From an optimization exercise on the open Yosys and OpenROAD flow, aimed at small area, a short achievable clock period and few clock cycles; shortcuts taken in it are not production practice. At most, simulation tests tie the RTL to the original design; equivalence was not proved.

Design csum_codec, start of the top module:
module csum_codec (
    input  wire         clk,
    input  wire         rst,
    input  wire         start,
    input  wire [31:0]  cmd,
    input  wire [7:0]   blen,
    input  wire [623:0] frame,
    output wire         ready,
    output reg          done,
    output wire [7:0]   status,
    output wire [15:0]  value
);
    localparam MAX_PAYLOAD = 64;
    localparam HDR_BYTES   = 14;
    wire [15:0] csum_field = {frame[8*8 +: 8], frame[9*8 +: 8]};
    wire [31:0] len_field  = {frame[10*8 +: 8], frame[11*8 +: 8],
                              frame[12*8 +: 8], frame[13*8 +: 8]};
    wire cmd_legal = (cmd[31:8] == 24'd0) &&
                     (cmd[7:0] == 8'h01 || cmd[7:0] == 8'h02);
    wire runt      = (blen < HDR_BYTES);
    wire oversize  = (len_field > MAX_PAYLOAD);
    wire truncated = ({1'b0, blen} < (9'd14 + {2'b00, len_field[6:0]}));
    wire frame_bad = runt || oversize || truncated;
    wire [6:0] len7 = frame[13*8 +: 7];
    wire [3:0] lh = len7[6:3];
    wire [2:0] ll = len7[2:0];
    wire [7:0] hgt, heq, lgt;
    assign hgt[0] = lh[3] | (lh[2] & ~lh[3]) | (lh[1] & ~lh[3] & ~lh[2]) | (lh[0] & ~lh[3] & ~lh[2] & ~lh[1]);
    assign hgt[1] = lh[3] | (lh[2] & ~lh[3]) | (lh[1] & ~lh[3] & ~lh[2]);
    assign hgt[2] = lh[3] | (lh[2] & ~lh[3]) | (lh[0] & ~lh[3] & ~lh[2] & lh[1]);
    assign hgt[3] = lh[3] | (lh[2] & ~lh[3]);
    assign hgt[4] = lh[3] | (lh[1] & ~lh[3] & lh[2]) | (lh[0] & ~lh[3] & lh[2] & ~lh[1]);
    assign hgt[5] = lh[3] | (lh[1] & ~lh[3] & lh[2]);
    assign hgt[6] = lh[3] | (lh[0] & ~lh[3] & lh[2] & lh[1]);
    assign hgt[7] = lh[3];
    assign heq[0] = ~lh[3] & ~lh[2] & ~lh[1] & ~lh[0];
  ...
For scale: about 71 flip-flops, about 690 I/O pins, ~0.018 sq mm of cells after synthesis.
clock: 8.0 ns
lec_check: 0
cap_margin: 20
core_area: 10 10 250 250
die_area: 0 0 260 260
setup_slack_margin: 3.0
slew_margin: 20
synth_hierarchical: 1
standard.sh (not shown) runs the stock make flow with config.mk's settings and CLKGATE_MAP_FILE= SYNTH_SCRIPT=/design/flow/synth_recipe.tcl, a recipe that flattens the netlist after the stock synthesis.
==> flow/flow/run.sh <==
#!/bin/bash
# The standard layout, with the port buffers made as buf_1 cells (every
# input and output port still gets its own buffer).
set -euo pipefail
export BUFFER_PORTS_ARGS="-buffer_cell sky130_fd_sc_hd__buf_1"
bash standard.sh synth > synth.log 2>&1
bash standard.sh finish > layout.log 2>&1
Edit:
Settings changed: CORE_AREA 10 10 250 250 to 5 5 195 195, DIE_AREA 0 0 260 260 to 0 0 200 200, SETUP_SLACK_MARGIN 3.0 to 2.0.
Cell area decreases by 13%. Setup slack degrades by 320 ps. Wire length decreases by 14%. Cell count decreases by 13%.
Edit:
Settings changed: CORE_AREA 5 5 195 195 to 10 10 250 250, DIE_AREA 0 0 200 200 to 0 0 260 260.
Outcome:
- The new run finished clean
- register-to-register slack stays flat
- first-iteration DRC count goes down by 17%
- final area went up by 1.6%
- maximum frequency goes up by 0.72%
- worst setup slack gains 43 ps
- die area came out higher by 69%
- area after synthesis stays the same
- hold slack got worse by 7.7 ps
- global-route usage fell by 15 points
- cell count is higher by 11%
No functional check of the RTL was part of any run of this note.

---

run X:
csum_codec, a different RTL version from the one above (not shown whole).
Size in the first run: ~1,700 cells after synthesis, about 71 flip-flops, roughly 690 I/O pins, about 18,000 um2 of cells after synthesis.
clock: 8.0 ns
lec_check: 0
cap_margin: 20
core_area: 10 10 250 250
die_area: 0 0 260 260
setup_slack_margin: 2.0
slew_margin: 20
synth_hierarchical: 1
Scripts as last shown in full above: flow/flow/run.sh
Testbench counts of run X, summed over its fixed seeds: cycles 3,200.
### run X -> run G
- CELL_PAD_IN_SITES_DETAIL_PLACEMENT newly set to 0
- CELL_PAD_IN_SITES_GLOBAL_PLACEMENT newly set to 0
- SETUP_SLACK_MARGIN changed from 2.0 to 2.5
- PLACE_DENSITY newly set to 0.8
- When run G is set beside run X, its fmax turns out to be about 8% larger.
- Relative to run X, clock period minus final worst setup slack has decreased by 0.43 ns in run G.
- [compare] base=run X new=run G: clock slew at the register clock pins of the worst setup and hold paths roughly the same, required time of the worst setup path roughly the same, global-route usage lower.

---

== sierra ==
Another version of the RTL of csum_codec (not shown whole).
Size: roughly 1700 cells after synthesis, ~87 flip-flops, ~690 I/O pins, ~18000 sq um of cells after synthesis.
Settings: LEC_CHECK=0, CAP_MARGIN=20, CORE_AREA=10 10 250 250, DIE_AREA=0 0 260 260, SETUP_SLACK_MARGIN=2.5, SLEW_MARGIN=20, SYNTH_HIERARCHICAL=1; clock period 8.0 ns.
Scripts as last shown in full above: flow/flow/run.sh
sierra went all the way through synthesis, placement and routing and the layout is clean on timing, DRC and antenna.
Modified inputs, maple compared to sierra
# sierra
export LEC_CHECK = 0
export CAP_MARGIN = 20
export CORE_AREA = 10 10 250 250
export DIE_AREA = 0 0 260 260
export SETUP_SLACK_MARGIN = 2.5
export SLEW_MARGIN = 20
export SYNTH_HIERARCHICAL = 1
create_clock -name core_clock -period 8.0 [get_ports {clk}]
# maple
export LEC_CHECK = 0
export CAP_MARGIN = 20
export CORE_AREA = 10 10 250 250
export DIE_AREA = 0 0 260 260
export SETUP_SLACK_MARGIN = 2.0
export SLEW_MARGIN = 20
export SYNTH_HIERARCHICAL = 1
create_clock -name core_clock -period 8.0 [get_ports {clk}]
Notes after the runs:
Reported for maple and sierra, layout sequential cell count turned out identical to the last digit.
Comparing maple and sierra, routed wire length is lower on maple.
Of maple and sierra, the run reporting the higher critical path data arrival time was maple.
Compared with sierra, maple shows a lower cell area.
Function was not checked in any run of this note: the RTL went through the layout flow alone.

---

csum_codec with an RTL version that a note above also has.
For scale: roughly 1600 cells after synthesis, ~71 flip-flops, about 18000 µm² of cells after synthesis.
export LEC_CHECK = 0
export ABC_CLOCK_PERIOD_IN_PS = 1500
export CAP_MARGIN = 20
export CORE_AREA = 10 10 250 250
export DIE_AREA = 0 0 260 260
export SETUP_SLACK_MARGIN = 2.0
export SLEW_MARGIN = 20
export SYNTH_HIERARCHICAL = 1
create_clock -name core_clock -period 8.0 [get_ports {clk}]
Scripts as last shown in full above: flow/flow/run.sh
Next try:
--- a/flow/config.mk
+++ b/flow/config.mk
@@ -8 +7,0 @@
-export ABC_CLOCK_PERIOD_IN_PS = 1500
@@ -10,0 +10 @@
+export CTS_BUF_LIST = sky130_fd_sc_hd__clkbuf_4 sky130_fd_sc_hd__clkbuf_8
@@ -12 +12 @@
-export SETUP_SLACK_MARGIN = 2.0
+export SETUP_SLACK_MARGIN = 2.5
Register-to-register slack hardly moves.
Design area grows by 6.6%.
Wire length grows by 1.6%.
Area after synthesis is unchanged.
Global-route usage grows by 0.35 points.
Worst hold slack stays flat.
Final cell count grows by 1.6%.
No functional check of the RTL was part of any run of this note.

---

RTL: one of the versions met above, not the one the previous note started from.
For scale: about 1700 cells after synthesis, roughly 18000 um2 of cells after synthesis.
==> flow/config.mk <==
export PLATFORM = sky130hd
export DESIGN_NAME = csum_codec
export DESIGN_NICKNAME = csum_codec
export VERILOG_FILES = /design/flow/design.v
export SDC_FILE = /design/flow/constraint.sdc
export NUM_CORES = 4
export LEC_CHECK = 0
export CAP_MARGIN = 20
export CORE_AREA = 10 10 250 250
export DIE_AREA = 0 0 260 260
export PLACE_DENSITY = 0.8
export SETUP_SLACK_MARGIN = 2.5
export SLEW_MARGIN = 20
export SYNTH_HIERARCHICAL = 1
==> flow/constraint.sdc <==
create_clock -name core_clock -period 8.0 [get_ports {clk}]
set_input_delay 1.6000 -clock core_clock [delete_from_list [all_inputs] [get_ports {clk}]]
set_output_delay 1.6000 -clock core_clock [all_outputs]
set_load 0.01 [all_outputs]
Scripts as last shown in full above: flow/flow/run.sh
The baseline passed the timing, DRC and antenna checks.
Testbench counts at the start, summed over its fixed seeds: cycles 3,200.
Rerun with:
PLACE_DENSITY = default   (was 0.8)
Effect:
- The new run completed without violations
- first-iteration DRC count decreases by a quarter to a third
- area after synthesis is unchanged
- cell area came out lower slightly
- fmax goes down slightly
- die area does not change
- cell count hardly moves
- setup slack degrades by 69 ps
Rerun with:
CTS_BUF_LIST = sky130_fd_sc_hd__clkbuf_8   (was default)
CTS_CLUSTER_DIAMETER = 150   (was default)
CTS_CLUSTER_SIZE = 24   (was default)
PLACE_DENSITY = 0.8   (was default)
SETUP_SLACK_MARGIN = 2.7   (was 2.5)
The new run produced a clean layout.
Die area does not change.
Fmax went up by 2.7%.
Via count stays flat.
Rerun with:
GPL_ROUTABILITY_DRIVEN = 0   (was default)
PLACE_DENSITY = default   (was 0.8)
SETUP_SLACK_MARGIN = 2.5   (was 2.7)
After rerunning: Routed wire length hardly moves. Worst hold slack got worse by 10 ps. Non-clock buffer count does not change. Cell area decreases by 1.5%. First-iteration DRC count increases by 1.4%. Utilization decreases by 0.63 points. Worst setup slack got worse by 92 ps. Cell count barely changes. Sequential cell count does not change.

---

== wip/zinc ==
Starting RTL as in the previous note.
==> flow/config.mk <==
export PLATFORM = sky130hd
export DESIGN_NAME = csum_codec
export DESIGN_NICKNAME = csum_codec
export VERILOG_FILES = /design/flow/design.v
export SDC_FILE = /design/flow/constraint.sdc
export NUM_CORES = 4
export LEC_CHECK = 0
export CAP_MARGIN = 20
export CORE_AREA = 10 10 250 250
export CTS_BUF_LIST = sky130_fd_sc_hd__clkbuf_8
export CTS_CLUSTER_DIAMETER = 150
export CTS_CLUSTER_SIZE = 24
export DIE_AREA = 0 0 260 260
export SETUP_SLACK_MARGIN = 2.3
export SLEW_MARGIN = 20
export SYNTH_HIERARCHICAL = 1
==> flow/constraint.sdc <==
create_clock -name core_clock -period 8.0 [get_ports {clk}]
set_input_delay 1.6000 -clock core_clock [delete_from_list [all_inputs] [get_ports {clk}]]
set_output_delay 1.6000 -clock core_clock [all_outputs]
set_load 0.01 [all_outputs]
Scripts as last shown in full above: flow/flow/run.sh
Testbench counts of wip/zinc, summed over its fixed seeds: cycles 3,200.
The following lists how wip/yarrow was set up differently from wip/zinc:
diff --git a/flow/config.mk b/flow/config.mk
--- a/flow/config.mk
+++ b/flow/config.mk
@@ -13,3 +13,3 @@
 export DIE_AREA = 0 0 260 260
-export SETUP_SLACK_MARGIN = 2.3
+export SETUP_SLACK_MARGIN = 2.5
 export SLEW_MARGIN = 20
### Flow results
Delta (wip/yarrow minus wip/zinc): count of antenna diodes in the layout decreased 1, tightest slew margin relative to the limit decreased 0.37 points, sequential share of layout area decreased 0.18 points, fmax increased 3.6%, hold slack essentially unchanged. On setup clock skew after layout, wip/yarrow and wip/zinc are neck and neck.

---

## north
csum_codec, a different RTL version from the one above (not shown whole).
Size in the first run: about 690 I/O pins, roughly 0.018 mm² of cells after synthesis.
clock: 8.0 ns
lec_check: 0
cap_margin: 20
core_area: 10 10 250 250
die_area: 0 0 260 260
setup_slack_margin: 2.0
slew_margin: 20
synth_hierarchical: 1
Scripts as last shown in full above: flow/flow/run.sh
north was carried through to the last stage, and its layout satisfied the timing, DRC and antenna checks.
Changes in south relative to north:
diff --git a/flow/config.mk b/flow/config.mk
--- a/flow/config.mk
+++ b/flow/config.mk
@@ -10,3 +10,2 @@
 export DIE_AREA = 0 0 260 260
-export SETUP_SLACK_MARGIN = 2.0
 export SLEW_MARGIN = 20
--- outcome ---
- south packs its core more loosely than north.
- Going from north to south, area of all placed cells without fillers went down 2.8%, number of instances in the synthesized netlist held.
- The worst slack on hold paths on south is in line with that on north.
- Cell count: south lower than north
- Any difference in total global routing track utilization between north and south is small enough to ignore.
- Final wirelength | south below north
- Summary of south over north: fraction of cell area in non-clock buffers shows a reduction of 1.1 points, critical path depth shows a reduction of 1, share of the final layout cell area in multi-input gates shows an increase of 0.68 points.
No run of this note included a check of the RTL's function; only the layout flow was run.

---

csum_codec, a different RTL version from the one above (not shown whole).
For scale: ~1600 cells after synthesis, ~0.018 mm2 of cells after synthesis.
==> flow/config.mk <==
export PLATFORM = sky130hd
export DESIGN_NAME = csum_codec
export DESIGN_NICKNAME = csum_codec
export VERILOG_FILES = /design/flow/design.v
export SDC_FILE = /design/flow/constraint.sdc
export NUM_CORES = 4
export LEC_CHECK = 0
export CAP_MARGIN = 20
export CORE_AREA = 10 10 250 250
export DIE_AREA = 0 0 260 260
export SLEW_MARGIN = 20
export SYNTH_HIERARCHICAL = 1
==> flow/constraint.sdc <==
create_clock -name core_clock -period 8.0 [get_ports {clk}]
set_input_delay 1.6000 -clock core_clock [delete_from_list [all_inputs] [get_ports {clk}]]
set_output_delay 1.6000 -clock core_clock [all_outputs]
set_load 0.01 [all_outputs]
run.sh (not shown) runs the stock make flow with config.mk's settings and CLKGATE_MAP_FILE= SYNTH_SCRIPT=/design/flow/synth_recipe.tcl, a recipe that flattens the netlist after the stock synthesis.
Stock flow here: none of the scripts above is used.
Testbench counts at the start, summed over its fixed seeds: cycles 3,200.
Rerun with:
==> flow/flow/run.sh (new file) <==
#!/bin/bash
# The standard layout, with the port buffers made as buf_1 cells (every
# input and output port still gets its own buffer).
set -euo pipefail
export BUFFER_PORTS_ARGS="-buffer_cell sky130_fd_sc_hd__buf_1"
bash standard.sh synth > synth.log 2>&1
bash standard.sh finish > layout.log 2>&1
==> flow/standard.sh (new file) <==
#!/bin/bash
# synth_recipe.tcl (not shown) runs the flow's synth.tcl, then flattens the netlist and writes it again
# the make line also repeats each setting of config.mk as NAME=value (left out here)
make -C /OpenROAD-flow-scripts/flow DESIGN_CONFIG=/design/flow/config.mk WORK_HOME=/design/flow/orfs CLKGATE_MAP_FILE= SYNTH_SCRIPT=/design/flow/synth_recipe.tcl "${@:-finish}"
removed: flow/run.sh
What happened: Cell area fell by 17%; routed wire length goes down by 3.1%; worst setup slack is better by 0.45 ns; hold slack got worse by 0.35 ns; die area stays the same; cell count came out lower by 0.54%; global-route usage fell by 1.1 points; synthesized cell count stays the same.

static timing again, ports no longer ideal:
No port has a modelled driver above. Below, the same layouts with a new extraction and two added sets of constraints.
Step 1: set_driving_cell puts a clkbuf_16 on clk and a buf_2 on each other input, an assumption about the parent block.
Step 2 times the ports against the registers' clock, not the clock port: input delays grow and output delays shrink by t, the midpoint of the rising clock arrivals with the driver on.
Three values: no drivers, after step 1, after step 2; two values: the first two.
run	t (ns)	slack for setup (ns)	hold WS [ns]	worst setup path at the end	latest minus earliest clock arrival (ns)
the first run of note 1	0.397	2.355 / 2.299 / 1.903	0.487 / 0.487 / 0.487	input to register	0.010 / 0.011
the second run of note 1	0.395	2.033 / 2.053 / 1.658	0.489 / 0.489 / 0.489	input to register	0.015 / 0.015
the third run of note 1	0.407	2.076 / 2.093 / 1.686	0.481 / 0.481 / 0.481	input to register	0.020 / 0.020
run X	0.390	2.082 / 2.096 / 1.706	0.485 / 0.485 / 0.485	input to register	0.010 / 0.010
run G	0.409	2.513 / 2.525 / 2.116	0.477 / 0.477 / 0.477	input to register	0.008 / 0.008
sierra	0.400	2.523 / 2.514 / 2.114	0.478 / 0.478 / 0.478	input to register	0.014 / 0.014
maple	0.408	2.086 / 2.097 / 1.696	0.487 / 0.487 / 0.487	input to register	0.022 / 0.022
the first run of note 4	0.407	2.076 / 2.093 / 1.686	0.481 / 0.481 / 0.481	input to register	0.020 / 0.020
the second run of note 4	0.404	2.449 / 2.403 / 1.999	0.482 / 0.482 / 0.482	input to register	0.032 / 0.032
the first run of note 5	0.409	2.513 / 2.525 / 2.116	0.477 / 0.477 / 0.477	input to register	0.008 / 0.008
the second run of note 5	0.395	2.444 / 2.464 / 2.069	0.485 / 0.485 / 0.485	input to register	0.011 / 0.010
the third run of note 5	0.429	2.589 / 2.523 / 2.093	0.496 / 0.496 / 0.496	input to register	0.010 / 0.011
the fourth run of note 5	0.428	2.497 / 2.516 / 2.087	0.486 / 0.486 / 0.486	input to register	0.020 / 0.021
wip/zinc	0.415	2.302 / 2.315 / 1.900	0.489 / 0.489 / 0.489	input to register	0.016 / 0.017
wip/yarrow	0.416	2.501 / 2.514 / 2.098	0.489 / 0.489 / 0.489	input to register	0.016 / 0.016
north	0.404	1.960 / 1.983 / 1.578	0.489 / 0.489 / 0.489	input to register	0.015 / 0.015
south	0.400	1.070 / 1.083 / 0.683	0.489 / 0.489 / 0.489	input to register	0.015 / 0.015
the first run of note 8	0.392	0.819 / 0.843 / 0.451	1.757 / 1.734 / 2.126	input to register	0.018 / 0.018
the second run of note 8	0.389	1.272 / 1.225 / 0.836	1.409 / 1.383 / 1.771	input to register	0.025 / 0.025
After both steps every run listed still meets setup and hold. For the third run of note 5, which loses most, drivers alone change the setup slack by -0.066 ns; drivers and shift together by -0.496 ns.
